This design comes from an exercise in tuning for small area, a short achievable clock period and few clock cycles per item on the open sky130 flow, not from production work. In this exercise RTL edits were held to simulation tests only and were not proved equivalent to the original. Power figures rest on the tool's default switching activity, not on a simulated workload.

## build 26
Design des_core, start of the top module:
module des_core (
  input  wire        clk,
  input  wire        rst,
  input  wire        start,
  input  wire [1:0]  op,
  input  wire [63:0] key,
  input  wire [63:0] din,
  output reg         busy,
  output reg         done,
  output reg         err,
  output wire [63:0] dout
);
  function [63:0] ip;
    input [63:0] x;
    begin
      ip[63] = x[6];
      ip[62] = x[14];
      ip[61] = x[22];
      ip[60] = x[30];
      ip[59] = x[38];
      ip[58] = x[46];
      ip[57] = x[54];
      ip[56] = x[62];
      ip[55] = x[4];
      ip[54] = x[12];
      ip[53] = x[20];
      ip[52] = x[28];
      ip[51] = x[36];
      ip[50] = x[44];
      ip[49] = x[52];
      ip[48] = x[60];
      ip[47] = x[2];
      ip[46] = x[10];
      ip[45] = x[18];
      ip[44] = x[26];
      ip[43] = x[34];
      ip[42] = x[42];
      ip[41] = x[50];
      ip[40] = x[58];
      ip[39] = x[0];
      ip[38] = x[8];
      ip[37] = x[16];
      ip[36] = x[24];
      ip[35] = x[32];
      ip[34] = x[40];
      ip[33] = x[48];
      ip[32] = x[56];
      ip[31] = x[7];
      ip[30] = x[15];
      ip[29] = x[23];
      ip[28] = x[31];
      ip[27] = x[39];
      ip[26] = x[47];
      ip[25] = x[55];
      ip[24] = x[63];
      ip[23] = x[5];
      ip[22] = x[13];
      ip[21] = x[21];
      ip[20] = x[29];
      ip[19] = x[37];
      ip[18] = x[45];
      ip[17] = x[53];
      ip[16] = x[61];
      ip[15] = x[3];
      ip[14] = x[11];
      ip[13] = x[19];
      ip[12] = x[27];
  ...
clock: 10.0 ns
lec_check: 0
abc_area: 1
cap_margin: 20
core_margin: 2
core_utilization: 60
cts_buf_list: sky130_fd_sc_hd__clkbuf_4 sky130_fd_sc_hd__clkbuf_8
slew_margin: 20
standard.sh (not shown) runs the stock make flow with config.mk's settings and CLKGATE_MAP_FILE= SYNTH_SCRIPT=/design/flow/synth_recipe.tcl, a recipe that flattens the netlist after the stock synthesis.
==> flow/flow/run.sh <==
#!/bin/bash
# Own layout flow: the standard flow (standard.sh), with
#  - synthesis run by standard.sh with the ORFS scripts unchanged except the ABC
#    script that ABC_AREA=1 selects, which is replaced by flow/abc_area.script
#    (area mapping with map -a); no half/full-adder extraction (ADDER_MAP_FILE empty),
#  - port buffers of one fixed type (buf_1) instead of the default; timing repair
#    resizes them where needed,
set -euo pipefail
ARGS=(SETUP_SLACK_MARGIN=6.85 ADDER_MAP_FILE= "BUFFER_PORTS_ARGS=-buffer_cell sky130_fd_sc_hd__buf_1")
rm -rf own_scripts
cp -r "$FLOW_HOME/scripts" own_scripts
cp flow/abc_area.script own_scripts/abc_area.script
bash standard.sh "${ARGS[@]}" SCRIPTS_DIR="$PWD/own_scripts" synth > synth.log 2>&1
bash standard.sh "${ARGS[@]}" finish > standard.log 2>&1
==> flow/flow/abc_area.script <==
strash
dch
map -a
Testbench counts of build 26, summed over its fixed seeds: cycles 8,736, blocks 512.
## Diff of input files: build 82 against build 26
Settings: CORE_UTILIZATION: 60 -> 40.
-- flow/flow/run.sh --
<<< build 26, line 7
#    resizes them where needed,
set -euo pipefail
ARGS=(SETUP_SLACK_MARGIN=6.85 ADDER_MAP_FILE= "BUFFER_PORTS_ARGS=-buffer_cell sky130_fd_sc_hd__buf_1")
rm -rf own_scripts
cp -r "$FLOW_HOME/scripts" own_scripts
>>> build 82, line 7
#    resizes them where needed,
set -euo pipefail
ARGS=(SETUP_SLACK_MARGIN=6.4 ADDER_MAP_FILE= "BUFFER_PORTS_ARGS=-buffer_cell sky130_fd_sc_hd__buf_1")
rm -rf own_scripts
cp -r "$FLOW_HOME/scripts" own_scripts
==> comparison <==
Across both runs, maximum vdd ir drop was lower for build 82 than for build 26.
Build 82: global routing usage on met1 lower than build 26
The storage element area was comparable across build 26 and build 82.
Routed wire in build 82 totals more than in build 26.
Taking build 26 as the reference, in build 82 data-path buffer share of cell area in the final layout decreased 1.4 points, worst hold slack after final layout decreased 0.013 ns, non-clock buffer count fell 6.5%.
Filler cell count went up by more than half going from build 26 to build 82.
Compared with build 26, build 82 shows a lower via count of the first global-routing pass.
The following lists how build 88 was set up differently from build 82:
Settings: TNS_END_PERCENT newly set to 10.
-- flow/flow/run.sh --
<<< build 82, line 7
#    resizes them where needed,
set -euo pipefail
ARGS=(SETUP_SLACK_MARGIN=6.4 ADDER_MAP_FILE= "BUFFER_PORTS_ARGS=-buffer_cell sky130_fd_sc_hd__buf_1")
rm -rf own_scripts
cp -r "$FLOW_HOME/scripts" own_scripts
>>> build 88, line 7
#    resizes them where needed,
set -euo pipefail
ARGS=(SETUP_SLACK_MARGIN=7 ADDER_MAP_FILE= "BUFFER_PORTS_ARGS=-buffer_cell sky130_fd_sc_hd__buf_1")
rm -rf own_scripts
cp -r "$FLOW_HOME/scripts" own_scripts
--- outcome ---
What build 88 reported for wire length has to be multiplied by 0.930 to get the figure for build 82.
Comparing build 82 and build 88, the lower ratio of final minimum period to clock period is on build 88.
The final worst slack of build 88 was superior to that of build 82.
Power share of the combinational group was lower in the run labelled build 82.
Looking at total power across build 82 and build 88, the one that comes out higher is build 88.
Build 88 vs build 82 — cell area climbed by a few percent
Build 88 vs. build 82: relative contribution of the clock network to total power went down by 1.3 points.
Relative to build 82, the filler cell count measured on build 88 has decreased slightly.
## Diff of input files: build 65 against build 88
Settings: TNS_END_PERCENT no longer set, was 10.
Results
- Build 65 against build 88: wire length shrank by 3.0%; final weighted congestion in routability-driven placement -3.5%; final cell count without fillers up about 0.64%; total buffers and inverters traversed by the critical path dropped 3.
- As far as sequential share of layout area is concerned, build 65 and build 88 perform about the same.
- Critical path required time: build 65 and build 88 compared, higher one is build 65


Starting RTL as in the previous note.
Settings: LEC_CHECK=0, ABC_AREA=1, CAP_MARGIN=20, CORE_MARGIN=2, CORE_UTILIZATION=40, CTS_BUF_LIST=sky130_fd_sc_hd__clkbuf_4 sky130_fd_sc_hd__clkbuf_8, SLEW_MARGIN=20; clock period 10.0 ns.
==> flow/flow/run.sh <==
#!/bin/bash
# Own layout flow: the standard flow (standard.sh), with
#  - synthesis run by standard.sh with the ORFS scripts unchanged except the ABC
#    script that ABC_AREA=1 selects, which is replaced by flow/abc_area.script
#    (area mapping with map -a); no half/full-adder extraction (ADDER_MAP_FILE empty),
#  - port buffers of one fixed type (buf_1) instead of the default; timing repair
#    resizes them where needed,
set -euo pipefail
ARGS=(SETUP_SLACK_MARGIN=7 ADDER_MAP_FILE= "BUFFER_PORTS_ARGS=-buffer_cell sky130_fd_sc_hd__buf_1")
rm -rf own_scripts
cp -r "$FLOW_HOME/scripts" own_scripts
cp flow/abc_area.script own_scripts/abc_area.script
bash standard.sh "${ARGS[@]}" SCRIPTS_DIR="$PWD/own_scripts" synth > synth.log 2>&1
bash standard.sh "${ARGS[@]}" finish > standard.log 2>&1
==> flow/flow/abc_area.script <==
strash
dch
map -a
topo
stime -c
buffer -c
upsize -c
dnsize -c
Testbench counts at the start, summed over its fixed seeds: cycles 8,736, blocks 512.
Edit:
--- a/flow/flow/run.sh
+++ b/flow/flow/run.sh
@@ -9 +9 @@
-ARGS=(SETUP_SLACK_MARGIN=7 ADDER_MAP_FILE= "BUFFER_PORTS_ARGS=-buffer_cell sky130_fd_sc_hd__buf_1")
+ARGS=(SETUP_SLACK_MARGIN=6.85 ADDER_MAP_FILE= "BUFFER_PORTS_ARGS=-buffer_cell sky130_fd_sc_hd__buf_1")
==> flow/flow/abc_area.script (replaced) <==
strash
dch
map -a
- CORE_UTILIZATION: 40 -> 30
After rerunning: Count of clock-buffer cells in the layout rose by 3; hold slack is worse by 0.0036 ns; design area goes down by 3.0%.
Edit:
--- a/flow/flow/run.sh
+++ b/flow/flow/run.sh
@@ -9 +9 @@
-ARGS=(SETUP_SLACK_MARGIN=6.85 ADDER_MAP_FILE= "BUFFER_PORTS_ARGS=-buffer_cell sky130_fd_sc_hd__buf_1")
+ARGS=(SETUP_SLACK_MARGIN=6.7 ADDER_MAP_FILE= "BUFFER_PORTS_ARGS=-buffer_cell sky130_fd_sc_hd__buf_1")
- CORE_UTILIZATION: 30 -> 40
The new run ran to the end with no violations.
Clock skew falls by 0.0053 ns.
Utilization rises by 11 points.
Sequential share of layout area climbs by 0.93 points.
Register-to-register slack is worse by 0.15 ns.
Power falls by 0.79%.
Non-clock buffer count decreases by 20.
Edit:
--- a/flow/flow/run.sh
+++ b/flow/flow/run.sh
@@ -9 +9 @@
-ARGS=(SETUP_SLACK_MARGIN=6.7 ADDER_MAP_FILE= "BUFFER_PORTS_ARGS=-buffer_cell sky130_fd_sc_hd__buf_1")
+ARGS=(SETUP_SLACK_MARGIN=6.85 ADDER_MAP_FILE= "BUFFER_PORTS_ARGS=-buffer_cell sky130_fd_sc_hd__buf_1")
- CORE_UTILIZATION: 40 -> 50
Result: Hold slack is better by 0.010 ns; synthesized cell count does not change; area after synthesis does not change; core utilization climbs by 13 points; sequential power barely changes; maximum frequency climbs by 3.6%.


## the previous run
des_core, a different RTL version from the one above (not shown whole).
For scale: about 200 I/O pins.
==> flow/config.mk <==
export PLATFORM = sky130hd
export DESIGN_NAME = des_core
export DESIGN_NICKNAME = des_core
export VERILOG_FILES = /design/flow/design.v
export SDC_FILE = /design/flow/constraint.sdc
export NUM_CORES = 4
export LEC_CHECK = 0
export ABC_CLOCK_PERIOD_IN_PS = 3000
export CAP_MARGIN = 20
export CORE_MARGIN = 2
export CORE_UTILIZATION = 40
export SLEW_MARGIN = 20
==> flow/constraint.sdc <==
create_clock -name core_clock -period 10.0 [get_ports {clk}]
set_input_delay 2.0000 -clock core_clock [delete_from_list [all_inputs] [get_ports {clk}]]
set_output_delay 2.0000 -clock core_clock [all_outputs]
set_load 0.01 [all_outputs]
==> flow/flow/run.sh <==
#!/bin/bash
# Own layout flow: the standard flow (standard.sh, run whole), with
#  - port buffers of one fixed type (buf_4) instead of the default,
set -euo pipefail
bash standard.sh SETUP_SLACK_MARGIN=7  \
  "BUFFER_PORTS_ARGS=-buffer_cell sky130_fd_sc_hd__buf_4" finish > standard.log 2>&1
Testbench counts of the previous run, summed over its fixed seeds: cycles 8,736, blocks 512.
Input-level comparison between the current run and the previous run:
==> flow/flow/run.sh <==
#!/bin/bash
# Own layout flow: the standard flow (standard.sh, run whole), with
#  - no half/full-adder extraction in synthesis (ADDER_MAP_FILE empty), so that ABC
#    maps all of the S-box logic,
#  - port buffers of one fixed type (buf_4) instead of the default,
set -euo pipefail
bash standard.sh ADDER_MAP_FILE= SETUP_SLACK_MARGIN=7 \
  "BUFFER_PORTS_ARGS=-buffer_cell sky130_fd_sc_hd__buf_4" finish > standard.log 2>&1
In the current run, the count of TritonRoute iterations in the first routing pass came out 6 below the value in the previous run. The current run has leakage component of the power above what the previous run had. Number of global-route vias before repair (the current run / the previous run): 1.06. Comparing highest attainable clock frequency for the previous run and the current run, the smaller number came from the previous run. Relative to the previous run, synthesis-to-layout area growth has gone up in the current run. The current run ends up with higher utilization than the previous run does.

==> afterwards: timing with drivers on the ports <==
The results above use ideal ports. As a check the final layouts listed here were re-extracted and re-timed, cells and wires unchanged. Step 1 assumes that a clkbuf_16 drives the clock port and a buf_2 every other input. Step 2, shift: input delay + t, output delay - t, t = (earliest + latest rising clock arrival at the registers) / 2. This alone moves slack from input paths to output paths. Three values: no drivers, after step 1, after step 2; two values: the first two.
| run | shift t [ns] | setup slack, ns | worst setup path after step 2 | worst data-port slew with drivers (ns) |
|---|---|---|---|---|
| build 26 | 0.507 | 6.783 / 6.783 / 6.397 | input to register | 0.04 |
| build 82 | 0.509 | 6.471 / 6.471 / 6.028 | input to register | 0.07 |
| build 88 | 0.513 | 6.927 / 6.897 / 6.436 | input to register | 0.07 |
| build 65 | 0.515 | 7.004 / 6.967 / 6.553 | input to register | 0.08 |
| the first run of note 2 | 0.496 | 6.958 / 6.970 / 6.473 | input to register | 0.04 |
| the second run of note 2 | 0.516 | 6.876 / 6.833 / 6.402 | input to register | 0.07 |
| the third run of note 2 | 0.506 | 6.776 / 6.777 / 6.287 | input to register | 0.07 |
| the fourth run of note 2 | 0.515 | 6.889 / 6.846 / 6.424 | input to register | 0.04 |
| the previous run | 0.474 | 6.994 / 6.946 / 6.585 | input to register | 0.07 |
| the current run | 0.482 | 7.019 / 6.966 / 6.580 | input to register | 0.06 |
After both steps every run listed still meets setup and hold. For build 88, which loses most, drivers alone change the setup slack by -0.030 ns; drivers and shift together by -0.491 ns.
